Source: an optimization exercise on an open RTL-to-GDS flow (aim: small area, a short achievable clock period and few clock cycles per item). Production flows keep margins and buffers that such runs may drop. Function was checked by simulation only, so behaviour that the tests miss may differ from the original. Power figures rest on the tool's default switching activity, not on a simulated workload.

== v13 ==
==> flow/design.v <==
module vesc_fext (
    input  wire       clk,
    input  wire       rst,
    input  wire       in_valid,
    input  wire [7:0] in_data,
    input  wire       in_last,
    output wire       in_ready,
    output wire       out_valid,
    output wire [7:0] out_data,
    output wire       out_last,
    output wire       out_found,
    output wire [6:0] out_len,
    input  wire       out_ready
);
    function [15:0] crc_step;
        input [15:0] c;
        input [7:0]  b;
        reg   [15:0] t;
        begin
            t = {c[7:0], c[15:8]};
            t = t ^ {8'h00, b};
            t = t ^ {12'h000, t[7:4]};
            t = t ^ {t[3:0], 12'h000};
            t = t ^ {3'b000, t[7:0], 5'b00000};
            crc_step = t;
        end
    endfunction
    reg  [1023:0] ring;
    reg  [6:0]    T, T1;     
    wire [7:0]    r127 = ring[1023:1016];
    wire [7:0]    r126 = ring[1015:1008];
    wire [7:0]    tap  = ring[1007:1000];
    reg        iv;           
    reg        iw;           
    reg        ie;           
    reg        il;           
    reg [7:0]  id;
    always @(posedge clk)
        ring <= {ring[1015:0], iw ? id : r127};
    reg        dv;           
    reg        dbig, dovf;
    reg        bf;           
    reg        bsel;         
    wire [6:0] bL, bp;
    wire       rescan = dv & dovf & ~bf & ~dbig;
    wire       push   = dv & ~rescan;
    wire       pfound = bf & ~dbig;
    wire [6:0] pL     = pfound ? bL : 7'd0;
    wire       pF     = pfound & (bL != 7'd0);
    reg [3:0]  v;            
    reg [3:0]  qf, qF;       
    reg [6:0]  qL0, qL1, qL2, qL3;
    reg [6:0]  qp0, qp1, qp2, qp3;
    reg [3:0]  mr;           
    reg [6:0]  left;         
    reg        lz;           
    reg        ov;           
    reg        sv;           
    wire       F0 = v[0] & qF[0];
    wire       F1 = v[1] & qF[1];
    wire       F2 = v[2] & qF[2];
    wire       F3 = v[3] & qF[3];
    wire       avail = v[0] & (~qF[0] | mr[0]);
    wire       lastb = ~qF[0] | lz;
    wire       take  = ~sv & avail;
    wire       pop   = take & lastb;
    wire       cap   = take & F0;
    wire       busyT = F0 ? mr[0] : F1 ? mr[1] : F2 ? mr[2] : F3 & mr[3];
    wire       sfree = ~busyT | cap;
    reg        in_ready_r;
    reg        inbuf;        
    reg [6:0]  nb;           
    reg        big_acc;      
    reg [6:0]  jd;           
    reg        jbad;         
    reg [2:0]  owed;         
    reg        ovf;          
    reg        rs;           
    wire xfer   = in_valid & in_ready_r;
    wire start  = xfer & ~inbuf;
    wire [2:0] owed_n = owed + {2'b00, start} - {2'b00, pop};
    wire o0 = (owed == 3'd0), o1 = (owed == 3'd1), o3 = (owed < 3'd3), o4 = ~owed[2];
    wire z_ns  = pop ? o1 : o0;
    wire lt_ns = pop | o4;
    wire lt_s  = pop ? o4 : o3;
    wire al    = (jd == 7'd0);
    wire jok   = al | ~jbad;
    wire z_x   = inbuf & z_ns;
    wire lt_x  = inbuf ? lt_ns : lt_s;
    wire rdy_x  = in_last ? (~ovf & ~rs & (z_x | (lt_x & sfree & (~big_acc | jok))))
                          : (big_acc | (nb == 7'd127) | sfree);
    wire rdy_nx = big_acc ? 1'b1 :
                  inbuf   ? (al & sfree) :
                  (~ovf & ~rs & (z_ns | (lt_ns & jok & sfree)));
    wire rdy_n  = xfer ? rdy_x : rdy_nx;
    reg        rsw;          
    reg        rsf;          
    reg [6:0]  rs_start;     
    reg [6:0]  rs_last;      
    wire       rs_go   = rsw & (T == rs_start);
    wire       feed    = rs_go | rsf;
    wire       feedend = (T == rs_last);
    always @(posedge clk) begin
        id <= rs ? r126 : in_data;
        il <= rs ? feedend : in_last;
        if (rst) begin
            in_ready_r <= 1'b0;
            iv      <= 1'b0;
            iw      <= 1'b0;
            ie      <= 1'b0;
            inbuf   <= 1'b0;
            nb      <= 7'd0;
            big_acc <= 1'b0;
            jd      <= 7'd0;
            jbad    <= 1'b0;
            owed    <= 3'd0;
            rsf     <= 1'b0;
            rsw     <= 1'b0;
        end else begin
            in_ready_r <= rdy_n;
            iv      <= rs ? feed : (xfer & ~big_acc);
            iw      <= xfer & ~big_acc;
            ie      <= xfer & in_last;
            owed    <= owed_n;
            if (xfer) begin
                inbuf   <= ~in_last;
                big_acc <= ~in_last & (big_acc | (nb == 7'd127));
                nb      <= in_last ? 7'd0 : nb + {6'd0, ~big_acc};
            end
            if (xfer & ~big_acc) begin
                jd   <= 7'd1;
                jbad <= ~sfree;
            end else begin
                jd   <= jd + 7'd1;
                if (jd == 7'd127)
                    jbad <= 1'b0;
                else if (~sfree | (push & rs))
                    jbad <= 1'b1;
            end
            rsf <= feed & ~feedend;
            rsw <= (rsw & ~rs_go) | rescan;
        end
    end
    reg [7:0]  rem;          
    reg        d1_03, d2_03, d1_00;
    reg [7:0]  ovf_rem;      
    reg        bz0, bz1;     
    reg [15:0] crc0, crc1;
    reg [6:0]  cnt0, cnt1;
    reg [6:0]  L0, L1;
    reg [6:0]  p0s, p1s;     
    reg        o;            
    wire       ev    = iv;
    wire [7:0] eb    = id;
    wire       eend  = rs ? (iv & il) : ie;
    wire       bign  = ie & ~iw;    
    assign bL = bsel ? L1 : L0;
    assign bp = bsel ? p1s : p0s;
    wire t0 = bz0 & (cnt0 == 7'd0);
    wire t1 = bz1 & (cnt1 == 7'd0);
    wire is03 = (eb == 8'h03);
    wire pa0 = ev & t0 & is03 & (crc0 == 16'd0) & ((L0 != 7'd0) | ~il);
    wire pa1 = ev & t1 & is03 & (crc1 == 16'd0) & ((L1 != 7'd0) | ~il);
    wire w1  = pa1 & ~(pa0 & o);              
    wire pany = pa0 | pa1;
    wire cand  = ev & d2_03 & d1_00 & ~rem[7] & (eb <= rem);
    wire aok   = cand & ~bf & ~ovf;
    wire fr0   = ~bz0 | t0;
    wire fr1   = ~bz1 | t1;
    wire al0   = aok & fr0;
    wire al1   = aok & ~fr0 & fr1;
    wire alx   = aok & ~fr0 & ~fr1;
    wire [6:0] Tm1 = T - 7'd1;
    wire [7:0] rem5 = rem + 8'd5;
    always @(posedge clk) begin
        if (ev) begin
            if (bz0 & ~t0) begin crc0 <= crc_step(crc0, eb); cnt0 <= cnt0 - 7'd1; end
            if (bz1 & ~t1) begin crc1 <= crc_step(crc1, eb); cnt1 <= cnt1 - 7'd1; end
            if (al0) begin crc0 <= 16'd0; cnt0 <= eb[6:0] + 7'd2; end
            if (al1) begin crc1 <= 16'd0; cnt1 <= eb[6:0] + 7'd2; end
            if (al0 & ~pa0) begin L0 <= eb[6:0]; p0s <= Tm1; end
            if (al1 & ~pa1) begin L1 <= eb[6:0]; p1s <= Tm1; end
            if (pany) bsel <= w1;
            if (alx) begin
                ovf_rem  <= rem + 8'd2;
                rs_start <= T - 7'd3;
            end
        end
        if (eend & ~rs)
            rs_last <= Tm1;
        if (rst) begin
            rem <= 8'd124;
            d1_03 <= 1'b0; d2_03 <= 1'b0; d1_00 <= 1'b0;
            ovf <= 1'b0; rs <= 1'b0;
            bz0 <= 1'b0; bz1 <= 1'b0; o <= 1'b0; bf <= 1'b0;
            dv <= 1'b0; dbig <= 1'b0; dovf <= 1'b0;
        end else begin
            dv <= eend;
            if (eend) begin
                dbig <= bign;
                dovf <= ovf & ({~rem5[7], rem5[6:0]} <= {~ovf_rem[7], ovf_rem[6:0]});
            end
            if (eend) begin
                rem <= 8'd124;
                d1_03 <= 1'b0; d2_03 <= 1'b0; d1_00 <= 1'b0;
                bz0 <= 1'b0; bz1 <= 1'b0;
                if (pany) bf <= 1'b1;
            end else if (ev) begin
                rem   <= rem - 8'd1;
                d1_03 <= is03;
                d2_03 <= d1_03;
                d1_00 <= (eb == 8'h00);
                if (pany) bf <= 1'b1;
                if (alx & ~pany) ovf <= 1'b1;
                if (al0 & ~pany) bz0 <= 1'b1;
                else if (t0 | (pa1 & ~o)) bz0 <= 1'b0;
                if (al1 & ~pany) bz1 <= 1'b1;
                else if (t1 | (pa0 & o)) bz1 <= 1'b0;
                if (al0) o <= 1'b0;
                if (al1) o <= 1'b1;
            end
            if (dv) begin
                bf  <= 1'b0;
                ovf <= 1'b0;
                rs  <= rescan;
                if (rescan)
                    rem <= ovf_rem;
            end
        end
    end
    reg [7:0] od, sd;
    reg       olast, ofound, slast, sfound;
    reg [6:0] olen, slen;
    wire [7:0] bd = F0 ? tap : 8'h00;
    wire       ald = ~ov | out_ready;
    wire [3:0] vn = pop ? {1'b0, v[3:1]} : v;
    wire [3:0] pk = push ? (vn ^ {vn[2:0], 1'b1}) : 4'd0;
    wire cB  = (bp  == T1);
    wire c0  = (qp0 == T1), c1 = (qp1 == T1), c2 = (qp2 == T1), c3 = (qp3 == T1);
    always @(posedge clk) begin
        if (pop) begin
            qf[2:0] <= qf[3:1]; qF[2:0] <= qF[3:1];
            qL0 <= qL1; qL1 <= qL2; qL2 <= qL3;
            qp0 <= qp1; qp1 <= qp2; qp2 <= qp3;
            mr[0] <= c1; mr[1] <= c2; mr[2] <= c3;
        end else begin
            if (cap) begin qp0 <= qp0 + 7'd1; mr[0] <= 1'b1; end
            else mr[0] <= c0;
            mr[1] <= c1; mr[2] <= c2; mr[3] <= c3;
        end
        if (pk[0]) begin qf[0] <= pfound; qF[0] <= pF; qL0 <= pL; qp0 <= bp; mr[0] <= cB; end
        if (pk[1]) begin qf[1] <= pfound; qF[1] <= pF; qL1 <= pL; qp1 <= bp; mr[1] <= cB; end
        if (pk[2]) begin qf[2] <= pfound; qF[2] <= pF; qL2 <= pL; qp2 <= bp; mr[2] <= cB; end
        if (pk[3]) begin qf[3] <= pfound; qF[3] <= pF; qL3 <= pL; qp3 <= bp; mr[3] <= cB; end
        if (pop) begin
            left <= pk[0] ? pL - 7'd1 : qL1 - 7'd1;
            lz   <= pk[0] ? (pL == 7'd1) : (qL1 == 7'd1);
        end else if (cap) begin
            left <= left - 7'd1;
            lz   <= (left == 7'd1);
        end else if (pk[0]) begin
            left <= pL - 7'd1;
            lz   <= (pL == 7'd1);
        end
        if (ald) begin
            od     <= sv ? sd     : bd;
            olast  <= sv ? slast  : lastb;
            ofound <= sv ? sfound : qf[0];
            olen   <= sv ? slen   : qL0;
        end
        if (~sv) begin
            sd     <= bd;
            slast  <= lastb;
            sfound <= qf[0];
            slen   <= qL0;
        end
        if (rst) begin
            v <= 4'd0; ov <= 1'b0; sv <= 1'b0;
            T <= 7'd0; T1 <= 7'd1;
        end else begin
            T  <= T + 7'd1;
            T1 <= T1 + 7'd1;
            v  <= vn | pk;
            if (ald) ov <= sv | take;
            sv <= sv ? ~out_ready : (take & ov & ~out_ready);
        end
    end
    assign in_ready  = in_ready_r;
    assign out_valid = ov;
    assign out_data  = od;
    assign out_last  = olast;
    assign out_found = ofound;
    assign out_len   = olen;
endmodule
==> flow/config.mk <==
export PLATFORM = sky130hd
export DESIGN_NAME = vesc_fext
export DESIGN_NICKNAME = vesc_fext
export VERILOG_FILES = /design/flow/design.v
export SDC_FILE = /design/flow/constraint.sdc
export NUM_CORES = 4
export LEC_CHECK = 0
export CAP_MARGIN = 20
export CORE_MARGIN = 2
export CORE_UTILIZATION = 40
export CTS_CLUSTER_DIAMETER = 60
export CTS_CLUSTER_SIZE = 32
export SLEW_MARGIN = 20
==> flow/constraint.sdc <==
create_clock -name core_clock -period 10.0 [get_ports {clk}]
set_input_delay 2.0000 -clock core_clock [delete_from_list [all_inputs] [get_ports {clk}]]
set_output_delay 2.0000 -clock core_clock [all_outputs]
set_load 0.01 [all_outputs]
standard.sh (not shown) runs the stock make flow with config.mk's settings and CLKGATE_MAP_FILE= SYNTH_SCRIPT=/design/flow/synth_recipe.tcl, a recipe that flattens the netlist after the stock synthesis.
==> flow/flow/run.sh <==
#!/bin/bash
# Standard layout (standard.sh: the standard flow's synthesis and ORFS flow, unchanged),
# with two repair settings of ORFS passed through the environment:
#  - port buffers use buf_4 instead of the default pick, and
#  - repair_timing aims for a setup slack margin of 6.5 ns.
# The full make output goes to standard.log here; ORFS's per-step logs are
# under orfs/logs/.
set -euo pipefail
export BUFFER_PORTS_ARGS="-buffer_cell sky130_fd_sc_hd__buf_4"
export SETUP_SLACK_MARGIN=6.5
bash standard.sh > standard.log 2>&1
Testbench counts of v13, summed over its fixed seeds: cycles 93,964, items 1,280.
--- input diff v13..v10 ---
diff --git a/flow/design.v b/flow/design.v
--- a/flow/design.v
+++ b/flow/design.v
@@ -41,6 +41,5 @@
     reg        dbig, dovf;
     reg        bf;           
-    reg        bsel;         
-    wire [6:0] bL, bp;
+    reg [6:0]  bL, bp;
     wire       rescan = dv & dovf & ~bf & ~dbig;
     wire       push   = dv & ~rescan;
@@ -155,6 +154,4 @@
     wire       eend  = rs ? (iv & il) : ie;
     wire       bign  = ie & ~iw;    
-    assign bL = bsel ? L1 : L0;
-    assign bp = bsel ? p1s : p0s;
     wire t0 = bz0 & (cnt0 == 7'd0);
     wire t1 = bz1 & (cnt1 == 7'd0);
@@ -177,9 +174,7 @@
             if (bz0 & ~t0) begin crc0 <= crc_step(crc0, eb); cnt0 <= cnt0 - 7'd1; end
             if (bz1 & ~t1) begin crc1 <= crc_step(crc1, eb); cnt1 <= cnt1 - 7'd1; end
-            if (al0) begin crc0 <= 16'd0; cnt0 <= eb[6:0] + 7'd2; end
-            if (al1) begin crc1 <= 16'd0; cnt1 <= eb[6:0] + 7'd2; end
-            if (al0 & ~pa0) begin L0 <= eb[6:0]; p0s <= Tm1; end
-            if (al1 & ~pa1) begin L1 <= eb[6:0]; p1s <= Tm1; end
-            if (pany) bsel <= w1;
+            if (al0) begin crc0 <= 16'd0; cnt0 <= eb[6:0] + 7'd2; L0 <= eb[6:0]; p0s <= Tm1; end
+            if (al1) begin crc1 <= 16'd0; cnt1 <= eb[6:0] + 7'd2; L1 <= eb[6:0]; p1s <= Tm1; end
+            if (pany) begin bL <= w1 ? L1 : L0; bp <= w1 ? p1s : p0s; end
             if (alx) begin
                 ovf_rem  <= rem + 8'd2;
Notes after the runs:
In summary, v10 completed successfully, with a layout that passed the timing, DRC and antenna checks. Gate count after technology mapping: v10 vs v13 up 31. Comparing v13 with v10, the starting utilization of the core area came out essentially unchanged. The final period utilization of v10 exceeds that of v13 by 0.33 points. In the flow results for v10 and v13, the required time at the worst-slack endpoint is smaller on v13. On slack of the worst reg-to-reg path, v13 beats v10. Between v10 and v13, the synthesis-to-layout area growth does not differ in any meaningful way. Relative to v13, the global-route wire length before repair measured on v10 has increased by a few percent. Design area: higher on v10. v10 reports a higher clock skew than v13 does. Die width was higher in v10 than in v13.
Testbench counts of v10, summed over its fixed seeds: cycles 93,964, items 1,280.

* * *

== ember ==
RTL: the design.v shown in full above, as it stands there.
clock: 10.0 ns
lec_check: 0
cap_margin: 20
core_margin: 2
core_utilization: 40
cts_cluster_diameter: 60
cts_cluster_size: 32
slew_margin: 20
==> flow/flow/run.sh <==
#!/bin/bash
# Standard layout (standard.sh: the standard flow's synthesis and ORFS flow, unchanged),
# with two repair settings of ORFS passed through the environment:
#  - port buffers use buf_4 instead of the default pick, and
#  - repair_timing aims for a setup slack margin of 7 ns.
# The full make output goes to standard.log here; ORFS's per-step logs are
# under orfs/logs/.
set -euo pipefail
export BUFFER_PORTS_ARGS="-buffer_cell sky130_fd_sc_hd__buf_4"
export SETUP_SLACK_MARGIN=7
bash standard.sh > standard.log 2>&1
Testbench counts of ember, summed over its fixed seeds: cycles 93,964, items 1,280.
What quartz does differently from ember at the input level:
--- a/flow/design.v
+++ b/flow/design.v
@@ -52,46 +52,47 @@
     reg [6:0]  qL0, qL1, qL2, qL3;
     reg [6:0]  qp0, qp1, qp2, qp3;
     reg [3:0]  mr;           
     reg [6:0]  left;         
     reg        lz;           
     reg        ov;           
-    reg        sv;           
     wire       F0 = v[0] & qF[0];
     wire       F1 = v[1] & qF[1];
     wire       F2 = v[2] & qF[2];
     wire       F3 = v[3] & qF[3];
     wire       avail = v[0] & (~qF[0] | mr[0]);
     wire       lastb = ~qF[0] | lz;
-    wire       take  = ~sv & avail;
+    wire       ld    = ~ov | out_ready;
+    wire       take  = ld & avail;
     wire       pop   = take & lastb;
     wire       cap   = take & F0;
     wire       busyT = F0 ? mr[0] : F1 ? mr[1] : F2 ? mr[2] : F3 & mr[3];
     wire       sfree = ~busyT | cap;
     reg        in_ready_r;
     reg        inbuf;        
-    reg [6:0]  nb;           
+    reg [7:0]  rem;          
     reg        big_acc;      
     reg [6:0]  jd;           
     reg        jbad;         
     reg [2:0]  owed;         
     reg        ovf;          
     reg        rs;           
     wire xfer   = in_valid & in_ready_r;
+    wire nb127  = inbuf & (iv ? (rem == 8'hFE) : (rem == 8'hFD));
     wire start  = xfer & ~inbuf;
     wire [2:0] owed_n = owed + {2'b00, start} - {2'b00, pop};
     wire o0 = (owed == 3'd0), o1 = (owed == 3'd1), o3 = (owed < 3'd3), o4 = ~owed[2];
     wire z_ns  = pop ? o1 : o0;
     wire lt_ns = pop | o4;
     wire lt_s  = pop ? o4 : o3;
     wire al    = (jd == 7'd0);
     wire jok   = al | ~jbad;
     wire z_x   = inbuf & z_ns;
     wire lt_x  = inbuf ? lt_ns : lt_s;
     wire rdy_x  = in_last ? (~ovf & ~rs & (z_x | (lt_x & sfree & (~big_acc | jok))))
-                          : (big_acc | (nb == 7'd127) | sfree);
+                          : (big_acc | nb127 | sfree);
     wire rdy_nx = big_acc ? 1'b1 :
                   inbuf   ? (al & sfree) :
                   (~ovf & ~rs & (z_ns | (lt_ns & jok & sfree)));
     wire rdy_n  = xfer ? rdy_x : rdy_nx;
     reg        rsw;          
     reg        rsf;          
@@ -106,13 +107,12 @@
         if (rst) begin
             in_ready_r <= 1'b0;
             iv      <= 1'b0;
             iw      <= 1'b0;
             ie      <= 1'b0;
             inbuf   <= 1'b0;
-            nb      <= 7'd0;
             big_acc <= 1'b0;
             jd      <= 7'd0;
             jbad    <= 1'b0;
             owed    <= 3'd0;
             rsf     <= 1'b0;
             rsw     <= 1'b0;
@@ -121,14 +121,13 @@
             iv      <= rs ? feed : (xfer & ~big_acc);
             iw      <= xfer & ~big_acc;
             ie      <= xfer & in_last;
             owed    <= owed_n;
             if (xfer) begin
                 inbuf   <= ~in_last;
-                big_acc <= ~in_last & (big_acc | (nb == 7'd127));
-                nb      <= in_last ? 7'd0 : nb + {6'd0, ~big_acc};
+                big_acc <= ~in_last & (big_acc | nb127);
             end
             if (xfer & ~big_acc) begin
                 jd   <= 7'd1;
                 jbad <= ~sfree;
             end else begin
                 jd   <= jd + 7'd1;
@@ -138,13 +137,12 @@
                     jbad <= 1'b1;
             end
             rsf <= feed & ~feedend;
             rsw <= (rsw & ~rs_go) | rescan;
         end
     end
-    reg [7:0]  rem;          
     reg        d1_03, d2_03, d1_00;
     reg [7:0]  ovf_rem;      
     reg        bz0, bz1;     
     reg [15:0] crc0, crc1;
     reg [6:0]  cnt0, cnt1;
     reg [6:0]  L0, L1;
@@ -225,17 +223,15 @@
                 rs  <= rescan;
                 if (rescan)
                     rem <= ovf_rem;
             end
         end
     end
-    reg [7:0] od, sd;
-    reg       olast, ofound, slast, sfound;
-    reg [6:0] olen, slen;
-    wire [7:0] bd = F0 ? tap : 8'h00;
-    wire       ald = ~ov | out_ready;
+    reg [7:0] od;
+    reg       olast, ofound;
+    reg [6:0] olen;
     wire [3:0] vn = pop ? {1'b0, v[3:1]} : v;
     wire [3:0] pk = push ? (vn ^ {vn[2:0], 1'b1}) : 4'd0;
     wire cB  = (bp  == T1);
     wire c0  = (qp0 == T1), c1 = (qp1 == T1), c2 = (qp2 == T1), c3 = (qp3 == T1);
     always @(posedge clk) begin
         if (pop) begin
@@ -259,33 +255,26 @@
             left <= left - 7'd1;
             lz   <= (left == 7'd1);
         end else if (pk[0]) begin
             left <= pL - 7'd1;
             lz   <= (pL == 7'd1);
         end
-        if (ald) begin
-            od     <= sv ? sd     : bd;
-            olast  <= sv ? slast  : lastb;
-            ofound <= sv ? sfound : qf[0];
-            olen   <= sv ? slen   : qL0;
-        end
-        if (~sv) begin
-            sd     <= bd;
-            slast  <= lastb;
-            sfound <= qf[0];
-            slen   <= qL0;
+        if (ld) begin
+            od     <= F0 ? tap : 8'h00;
+            olast  <= lastb;
+            ofound <= qf[0];
+            olen   <= qL0;
         end
         if (rst) begin
-            v <= 4'd0; ov <= 1'b0; sv <= 1'b0;
+            v <= 4'd0; ov <= 1'b0;
             T <= 7'd0; T1 <= 7'd1;
         end else begin
             T  <= T + 7'd1;
             T1 <= T1 + 7'd1;
             v  <= vn | pk;
-            if (ald) ov <= sv | take;
-            sv <= sv ? ~out_ready : (take & ov & ~out_ready);
+            if (ld) ov <= avail;
         end
     end
     assign in_ready  = in_ready_r;
     assign out_valid = ov;
     assign out_data  = od;
     assign out_last  = olast;
Results
- quartz reached the final stage; the timing, DRC and antenna checks on its layout passed.
- Number of buffers outside the clock class in the layout (quartz over ember): increase, 17
- ember → quartz: fmax saw little to no change, area after synthesis saw a decrease.
- Against ember, design area in quartz fell by a few percent.
- [compare] base=ember new=quartz: adder and majority gate portion of the synthesized area stayed essentially flat; latest clock arrival within the worst-skew pair grew by 30 ps; placeable core region went down; number of placement rows fell by 1.
- Going from ember to quartz, clock power share decreased 3.9 points; total number of vias decreased 3.7%; power share of the combinational group increased 1.1 points; overall power after layout decreased 3.8%.
Testbench counts of quartz, summed over its fixed seeds: cycles 93,964, items 1,280.

-- re-timing with driven ports --
How much do the figures lean on ideal ports? The routed layouts below were timed once more, with nothing changed but the port constraints. Step 1: set_driving_cell puts a clkbuf_16 on clk and a buf_2 on each other input, an assumption about the parent block. Step 2 also shifts input and output timing later by t, the mid clock arrival at the registers, as if the neighbouring blocks saw the same clock. a / b / c = ideal ports / drivers / drivers and shift; a / b = the first two.
| run | t (ns) | setup WS [ns] | worst register clock-pin slew, ns |
|---|---|---|---|
| v13 | 0.686 | 6.788 / 6.724 / 6.186 | 0.11 / 0.11 |
| v10 | 0.692 | 6.755 / 6.708 / 6.209 | 0.11 / 0.11 |
| ember | 0.691 | 6.796 / 6.733 / 6.419 | 0.11 / 0.11 |
| quartz | 0.703 | 6.802 / 6.740 / 6.162 | 0.11 / 0.11 |
After both steps every run listed still meets setup and hold. The setup slack of quartz, which loses most, moves by -0.062 ns with the drivers and by -0.640 ns with both steps.
